What follows belongs to an exercise in optimizing a design on an open flow for small area, a short achievable clock period and few clock cycles; a production flow would make more cautious choices.
The RTL was checked by simulation tests, not by an equivalence proof against the original design.
Power and IR drop assume default switching activity.

==> inputs of wip/tundra <==
// tsc_sponge
module tsc_sponge (
    input  wire         clk,
    input  wire         rst,         
    input  wire         cmd_valid,
    output wire         cmd_ready,
    input  wire [1:0]   cmd_op,      
    input  wire [7:0]   din_len,     
    input  wire [485:0] din,         
    output wire [485:0] dout,        
    output wire         absorbed     
);
clock: 6.5 ns
lec_check: 0
cap_margin: 15
core_margin: 2
core_utilization: 35
cts_cluster_diameter: 100
cts_cluster_size: 16
gpl_timing_driven: 0
place_density: 0.55
slew_margin: 15
standard.sh (not shown) runs the stock make flow with config.mk's settings and CLKGATE_MAP_FILE= SYNTH_SCRIPT=/design/flow/synth_recipe.tcl, a recipe that flattens the netlist after the stock synthesis.
==> flow/flow/run.sh <==
#!/bin/bash
# Own layout flow: the standard flow (standard.sh, same synthesis script and
# config.mk settings), except that
#  - modules tsc_zp, tsc_sub, tsc_inj (substitution layer, round constants), tsc_upd and
#    tsc_absupd (state update,
#    absorb) come from flow/tsc_map.v, hand-mapped netlists of the same functions
#    in sky130_fd_sc_hd cells;
#  - the ABC buffers are removed at floorplan instead of an early timing repair;
#  - the port buffers are buf_2 cells and the resizer may change a cell's footprint;
#  - after global placement, high-fanout nets get placement-based buffer trees
#    (flow/pre_resize.tcl, flow/trees.tcl) before the standard repair_design, and
#    the output port buffers are moved next to the flip-flops that drive them
#    (flow/outbuf.tcl);
#  - timing repair after CTS and global routing aims SETUP_MARGIN ns below the period.
set -euo pipefail
W=$(pwd)
SETUP_MARGIN=${SETUP_MARGIN:-3.7}
awk 'BEGIN{skip=0} /^[ \t]*module[ \t]+(tsc_zp|tsc_sub|tsc_inj|tsc_upd|tsc_absupd)[ \t]*[(#]/{skip=1} {if(!skip)print} skip&&/^[ \t]*endmodule/{skip=0}' \
    design.v > layout_design.v
grep -qE "module (tsc_zp|tsc_sub|tsc_inj|tsc_upd|tsc_absupd)\b" layout_design.v && { echo "module not removed" >&2; exit 1; }
cat flow/tsc_map.v >> layout_design.v
sed "s#^export VERILOG_FILES *=.*#export VERILOG_FILES = $W/layout_design.v#" config.mk > config_own.mk
grep -q "layout_design.v" config_own.mk || { echo "VERILOG_FILES not set" >&2; exit 1; }
sed "s#$W/config.mk#$W/config_own.mk#g" standard.sh > own.sh
grep -q "config_own.mk" own.sh || { echo "config path not replaced" >&2; exit 1; }
bash own.sh REMOVE_ABC_BUFFERS=1 MATCH_CELL_FOOTPRINT=0 \
    "BUFFER_PORTS_ARGS=-buffer_cell sky130_fd_sc_hd__buf_2" \
    PRE_RESIZE_TCL=$W/flow/pre_resize.tcl \
    SETUP_SLACK_MARGIN=$SETUP_MARGIN finish > own_flow.log 2>&1
test -s out/final.def
==> flow/flow/outbuf.tcl <==
# Output port buffers next to the flip-flops that drive them: the flip-flop then sees
# a short wire, and the buffer drives the long wire to the pin.
proc tsc_output_buffers_near_drivers {} {
  set block [ord::get_db_block]
  set n 0
  foreach bterm [$block getBTerms] {
    if {[$bterm getIoType] != "OUTPUT"} continue
    set net [$bterm getNet]
    if {$net == "NULL"} continue
    foreach it [$net getITerms] {
      if {![$it isOutputSignal]} continue
      set buf [$it getInst]
      if {[[$buf getMaster] getName] ni {sky130_fd_sc_hd__buf_2 sky130_fd_sc_hd__buf_4}} continue
      foreach bi [$buf getITerms] {
        if {![$bi isInputSignal]} continue
        set inet [$bi getNet]
        if {$inet == "NULL"} continue
        foreach di [$inet getITerms] {
          if {![$di isOutputSignal]} continue
          set loc [[$di getInst] getLocation]
          $buf setLocation [lindex $loc 0] [lindex $loc 1]
          incr n
        }
      }
    }
  }
  puts "tsc_output_buffers_near_drivers: $n buffers moved"
}
==> flow/flow/pre_resize.tcl <==
# After global placement, before the first repair_design: buffer trees for the
# high-fanout nets (the state-update selects reach every lane), built from the
# placement, and the output port buffers moved next to their drivers.
source [file join [file dirname [info script]] trees.tcl]
tsc_fanout_trees 24 12 sky130_fd_sc_hd__buf_4
source [file join [file dirname [info script]] outbuf.tcl]
tsc_output_buffers_near_drivers
Other scripts of this flow, unchanged in this note and not shown: flow/flow/trees.tcl, flow/flow/tsc_map.v
==> wip/pepper (differences from wip/tundra) <==
--- a/flow/flow/run.sh
+++ b/flow/flow/run.sh
@@ -8,9 +8,7 @@
 #  - the ABC buffers are removed at floorplan instead of an early timing repair;
 #  - the port buffers are buf_2 cells and the resizer may change a cell's footprint;
 #  - after global placement, high-fanout nets get placement-based buffer trees
-#    (flow/pre_resize.tcl, flow/trees.tcl) before the standard repair_design, and
-#    the output port buffers are moved next to the flip-flops that drive them
-#    (flow/outbuf.tcl);
+#    (flow/pre_resize.tcl, flow/trees.tcl) before the standard repair_design;
 #  - timing repair after CTS and global routing aims SETUP_MARGIN ns below the period.
 set -euo pipefail
 W=$(pwd)
==> flow/flow/pre_resize.tcl (replaced) <==
# Before the first repair_design: buffer trees for the high-fanout signal nets (the
# state-update selects reach every lane), built from the global placement.
source [file join [file dirname [info script]] trees.tcl]
tsc_fanout_trees 24 12 sky130_fd_sc_hd__buf_4
--- a/flow/config.mk
+++ b/flow/config.mk
@@ -7,9 +7,9 @@
 export LEC_CHECK = 0
 export CAP_MARGIN = 15
 export CORE_MARGIN = 2
-export CORE_UTILIZATION = 35
+export CORE_UTILIZATION = 42
 export CTS_CLUSTER_DIAMETER = 100
 export CTS_CLUSTER_SIZE = 16
 export GPL_TIMING_DRIVEN = 0
-export PLACE_DENSITY = 0.55
+export PLACE_DENSITY = 0.6
 export SLEW_MARGIN = 15
removed: flow/flow/outbuf.tcl
==> reports/results.tsv <==
metric	value	unit
run status	finished clean	
area fraction of clock buffers and clock inverters	2.64	%
routed via count divided by cell count	6.42	
number of fill cells	29900	
core utilization of the finished layout	50.1	%
capture point of the critical path	dout[355]	
least setup slack across all paths after layout	3.40	ns
pin count of the biggest net entering global routing	19	
Worst-Skew Late Latency	0.99	ns
cell-internal power	0.0179	W
met3 Resource Use GR	24.8	%
worst setup slack before clock tree synthesis	1.32	ns
met1 wire length	302000	µm
Global Route met1 Usage	62.4	%
(the above is from wip/pepper)
==> reports/results.tsv <==
metric	value	unit
Global Route met1 Usage	51.6	%
core utilization of the finished layout	42.1	%
run status	finished clean	
worst setup slack before clock tree synthesis	1.37	ns
capture point of the critical path	st[0]$_DFF_P_	
met1 wire length	300000	µm
area fraction of clock buffers and clock inverters	2.42	%
number of fill cells	36700	
pin count of the biggest net entering global routing	17	
Worst-Skew Late Latency	0.98	ns
(the above is from wip/tundra)
Testbench counts of wip/tundra, summed over its fixed seeds: cycles 32,184.
Testbench counts of wip/pepper, summed over its fixed seeds: cycles 32,184.

-- what the ideal ports hide --
How much do the figures lean on ideal ports? The routed layouts below were timed once more, with nothing changed but the port constraints. Step 1: set_driving_cell puts a clkbuf_16 on clk and a buf_2 on each other input, an assumption about the parent block. Step 2 also shifts input and output timing later by t, the mid clock arrival at the registers, as if the neighbouring blocks saw the same clock. a / b / c = ideal / step 1 / step 2; a / b = the first two.
run | t, ns | slack for setup (ns) | clock arrival spread, ns | pins driven straight from the clock port
wip/tundra | 1.070 | 3.418 / 3.418 / 2.511 | 0.061 / 0.061 | 1
wip/pepper | 1.062 | 3.404 / 3.297 / 2.585 | 0.078 / 0.078 | 1
After both steps setup and hold are still met in every run listed. The setup slack of wip/tundra, which loses most, moves by 0.000 ns with the drivers and by -0.907 ns with both steps.
